From an optimization exercise on the open Yosys and OpenROAD flow, aimed at small area and a short achievable clock period; shortcuts taken in it are not production practice. The RTL was checked by simulation tests, not by an equivalence proof against the original design. Power is estimated from default activity; no workload was simulated.

==> module usim_dispatch, before the edit <==
module usim_dispatch (
    input  wire         clk,
    input  wire         rst_n,
    input  wire         cfg_we,
    input  wire [2:0]   cfg_idx,
    input  wire [16:0]  cfg_base,
    input  wire [16:0]  cfg_size,
    input  wire [3:0]   cfg_count,
    input  wire         build_start,
    output reg  [1:0]   phase,
    output reg  [1:0]   fault_code,
    output reg  [2:0]   fault_i,
    output reg  [2:0]   fault_j,
    input  wire         c_req,
    input  wire         c_we,
    input  wire [15:0]  c_addr,
    input  wire [7:0]   c_wdata,
    output reg          c_ack,
    output reg  [7:0]   c_rdata,
    output reg          m_req,
    output wire         m_we,
    output wire [15:0]  m_addr,
    output wire [7:0]   m_wdata,
    input  wire         m_ack,
    input  wire [7:0]   m_rdata,
    output reg  [7:0]   d_req,
    output wire         d_we,
    output reg  [127:0] d_off,
    output wire [7:0]   d_wdata,
    input  wire [7:0]   d_ack,
    input  wire [63:0]  d_rdata
);
    localparam NB = 8;
    localparam PH_EMPTY    = 2'd0;
    localparam PH_BUILDING = 2'd1;
    localparam PH_RUNNING  = 2'd2;
    localparam PH_DEFECT   = 2'd3;
    localparam F_RANGE   = 2'd1;
    localparam F_OVERLAP = 2'd2;
    localparam F_ZERO    = 2'd3;
    reg [16*NB-1:0] nbase_f;       
    reg [16*NB-1:0] last_f;        
    reg [3:0]  n_r;
    reg [3:0]  c;           
    reg        bvalid;      
    reg [2:0]  bb;          
    reg [2:0]  ba;          
    reg        qsel;        
    integer i;
    wire idle    = phase[0] == phase[1];       
    wire bld     = phase == PH_BUILDING;
    wire running = phase == PH_RUNNING;
    wire [17:0] w_s    = {1'b1, ~(cfg_base ^ cfg_size)};
    wire [17:0] w_c    = {cfg_base | cfg_size, 1'b0};
    wire [17:0] w_last = w_s + w_c;
    wire        w_zero = cfg_size == 17'd0;
    wire        w_rng  = cfg_base[16] | w_last[17] | w_last[16];
    wire        w_bad  = w_zero | w_rng;
    wire [15:0] w_nb   = {~cfg_base[15:1] & {15{~w_bad}}, ~w_zero & (w_rng | ~cfg_base[0])};
    wire [15:0] w_l    = w_last[15:0] & {16{~w_bad}};
    always @(posedge clk)
        for (i = 0; i < NB; i = i + 1)
            if (rst_n && idle && cfg_we && cfg_idx == i) begin
                nbase_f[16*i +: 16] <= w_nb;
                last_f[16*i +: 16]  <= w_l;
            end
    function automatic [1:0] cout16(input [15:0] a, input [15:0] b);
        reg [15:0] g, p;
        integer s, k;
        begin
            g = a & b;
            p = a | b;
            for (s = 1; s < 16; s = s * 2)
                for (k = 0; k + s < 16; k = k + 2 * s) begin
                    g[k] = g[k + s] | (p[k + s] & g[k]);
                    p[k] = p[k + s] & p[k];
                end
            cout16 = {g[0], g[0] | p[0]};
        end
    endfunction
    reg  [3:0]  c_nxt;
    reg  [15:0] qx_nxt, qx;
    always @* begin
        qx_nxt = 16'd0;
        for (i = 0; i < NB; i = i + 1)
            if (c_nxt[2:0] == i)
                qx_nxt = ~nbase_f[16*i +: 16];
    end
    always @(posedge clk)
        qx <= qx_nxt;
    wire [15:0] x  = qsel ? qx : c_addr;
    reg [NB-1:0] ge, gt, le, en, hq;
    reg [1:0]    r;
    always @* begin
        for (i = 0; i < NB; i = i + 1) begin
            r      = cout16(x, nbase_f[16*i +: 16]);
            gt[i]  = r[1];
            ge[i]  = r[0];
            r      = cout16(last_f[16*i +: 16], ~x);
            le[i]  = r[0];
            en[i]  = n_r[3] | (i < n_r[2:0]);
            hq[i]  = ge[i] & le[i];
            d_off[i*16 +: 16] = x - ~nbase_f[16*i +: 16];
        end
    end
    always @* begin
        c_nxt = c;
        if (idle)
            c_nxt = 4'd0;
        else if (bld && c != n_r && !c_bad)
            c_nxt = c + 4'd1;
    end
    reg [NB-1:0] below;
    always @*
        for (i = 0; i < NB; i = i + 1)
            below[i] = hq[i] & en[i] & (gt[i] | (i < c));
    wire       c_bad   = ~hq[c[2:0]];
    wire       c_cand  = |below;
    wire [2:0] c_a     = {|below[7:4], |{below[7:6], below[3:2]},
                          |{below[7], below[5], below[3], below[1]}};
    always @(posedge clk)
        c <= c_nxt;
    always @(posedge clk) begin
        if (!rst_n) begin
            phase <= PH_EMPTY;
            qsel  <= 1'b0;
        end else if (idle) begin
            if (build_start) begin
                qsel   <= 1'b1;
                n_r    <= cfg_count;
                bvalid <= 1'b0;
                phase  <= PH_BUILDING;
            end
        end else if (bld) begin
            if (c == n_r) begin
                qsel <= 1'b0;
                if (bvalid) begin
                    phase      <= PH_DEFECT;
                    fault_code <= F_OVERLAP;
                    fault_i    <= ba;
                    fault_j    <= bb;
                end else begin
                    phase      <= PH_RUNNING;
                end
            end else if (c_bad) begin
                qsel       <= 1'b0;
                phase      <= PH_DEFECT;
                fault_code <= qx[0] ? F_ZERO : F_RANGE;
                fault_i    <= c[2:0];
            end else begin
                if (c_cand && !(bvalid && ge[bb])) begin
                    bvalid <= 1'b1;
                    bb     <= c[2:0];
                    ba     <= c_a;
                end
            end
        end
    end
    wire [NB-1:0] hit   = hq & en;
    wire          found = |hit;
    wire          go    = running & c_req;
    always @* begin
        d_req   = hit & {NB{go}};
        m_req   = go & ~found;
        c_ack   = go & (|(hit & d_ack) | (~found & m_ack));
        c_rdata = m_rdata & {8{~found}};
        for (i = 0; i < NB; i = i + 1)
            c_rdata = c_rdata | (d_rdata[i*8 +: 8] & {8{hit[i]}});
    end
    assign m_we    = c_we;
    assign m_addr  = c_addr;
    assign m_wdata = c_wdata;
    assign d_we    = c_we;
    assign d_wdata = c_wdata;
endmodule
clock: 12.0 ns
lec_check: 0
cap_margin: 20
core_margin: 2
core_utilization: 60
cts_buf_list: sky130_fd_sc_hd__clkbuf_4 sky130_fd_sc_hd__clkbuf_8
setup_slack_margin: 4
slew_margin: 20
standard.sh (not shown) runs the stock make flow with config.mk's settings and CLKGATE_MAP_FILE= SYNTH_SCRIPT=/design/flow/synth_recipe.tcl, a recipe that flattens the netlist after the stock synthesis.
==> flow/flow/run.sh <==
#!/bin/bash
# Layout: the standard flow (standard.sh), with
#  - ABC mapping with flow/abc_map.script (area-oriented, timing left to the repair steps) instead of ORFS's,
#  - ABC left to map the adders itself (no half/full-adder cells),
#  - small fast port buffers (buf_1) instead of clkdlybuf4s50_1.
# Everything else, the registers included, is the standard synthesis and flow.
set -euo pipefail
export MY_ABC_SCRIPT="$PWD/flow/abc_map.script"
bash standard.sh \
    "SYNTH_SCRIPT=$PWD/flow/synth.tcl" \
    "BUFFER_PORTS_ARGS=-buffer_cell sky130_fd_sc_hd__buf_1" \
    ADDER_MAP_FILE= \
    finish > standard_flow.log 2>&1
==> flow/flow/abc_map.script <==
strash
&get -n
&st
&dch
&nf
&st
&syn2
&if -g -K 6
&synch2
&nf
&put
strash
dc2
map -a
topo
stime -p
==> flow/flow/synth.tcl <==
# The standard flow's synthesis script (synth_recipe.tcl), with ORFS's ABC script replaced
# by flow/abc_map.script (area-oriented mapping).
proc synth {args} { yosys synth -nofsm -noshare {*}$args }
proc fix_abc_script {n1 n2 op} { set ::abc_script $::env(MY_ABC_SCRIPT) }
trace add variable ::abc_script write fix_abc_script
source $::env(SCRIPTS_DIR)/synth.tcl
# left out here: clear keep_hierarchy, flatten, clean up, hide names made inside functions, write 1_2_yosys.v
Then changed:
--- a/flow/design.v
+++ b/flow/design.v
@@ -42,10 +42,8 @@
     reg [16*NB-1:0] last_f;        
     reg [3:0]  n_r;
     reg [3:0]  c;           
     reg        bvalid;      
-    reg [2:0]  bb;          
-    reg [2:0]  ba;          
     reg        qsel;        
     integer i;
     wire idle    = phase[0] == phase[1];       
     wire bld     = phase == PH_BUILDING;
@@ -106,10 +104,10 @@
     always @* begin
         c_nxt = c;
         if (idle)
             c_nxt = 4'd0;
-        else if (bld && c != n_r && !c_bad)
-            c_nxt = c + 4'd1;
+        else if (bld && c != n_r)
+            c_nxt = c + 4'd1;        
     end
     reg [NB-1:0] below;
     always @*
         for (i = 0; i < NB; i = i + 1)
@@ -136,10 +134,8 @@
                 qsel <= 1'b0;
                 if (bvalid) begin
                     phase      <= PH_DEFECT;
                     fault_code <= F_OVERLAP;
-                    fault_i    <= ba;
-                    fault_j    <= bb;
                 end else begin
                     phase      <= PH_RUNNING;
                 end
             end else if (c_bad) begin
@@ -147,12 +143,12 @@
                 phase      <= PH_DEFECT;
                 fault_code <= qx[0] ? F_ZERO : F_RANGE;
                 fault_i    <= c[2:0];
             end else begin
-                if (c_cand && !(bvalid && ge[bb])) begin
-                    bvalid <= 1'b1;
-                    bb     <= c[2:0];
-                    ba     <= c_a;
+                if (c_cand && !(bvalid && ge[fault_j])) begin
+                    bvalid  <= 1'b1;
+                    fault_j <= c[2:0];
+                    fault_i <= c_a;
                 end
             end
         end
     end
After rerunning: The changed run passed the timing, design-rule and antenna checks; synthesized cell count increases by 2.0%; worst setup slack loses 0.25 ns; die area decreases by 0.34%; power increases by 25%; sequential share of layout area decreases by 0.65 points; global-route usage increases by 2.5 points; clock skew increases by 0.0097 ns; sequential power is about the same; worst hold slack gains 0.029 ns; first-iteration DRC count increases by 30%; clock power increases by about 0.7%; routed wire length increases by about 6%; critical path depth increases by 6; combinational power increases by about 65%.

## static timing again, ports no longer ideal
In the flow no input, the clock included, has a driving cell. The finished layouts below were timed again as built, in two steps. Step 1 (the two cells are an assumption about what drives the block):
set clk [get_ports {clk}]
set_driving_cell -lib_cell sky130_fd_sc_hd__clkbuf_16 $clk
set_driving_cell -lib_cell sky130_fd_sc_hd__buf_2 [delete_from_list [all_inputs] $clk]
Step 2 also shifts input and output timing later by t, the mid clock arrival at the registers, as if the neighbouring blocks saw the same clock. Slacks: ideal ports / drivers / drivers and shift; pairs: ideal ports / drivers.
| run | t, ns | setup WS [ns] | latest minus earliest clock arrival (ns) |
|---|---|---|---|
| the first run | 0.641 | 3.898 / 3.859 / 3.575 | 0.038 / 0.038 |
| the second run | 0.633 | 3.652 / 3.612 / 3.612 | 0.054 / 0.054 |
After both steps setup and hold are still met in every run listed. For the first run, which loses most, drivers alone change the setup slack by -0.039 ns; drivers and shift together by -0.323 ns.
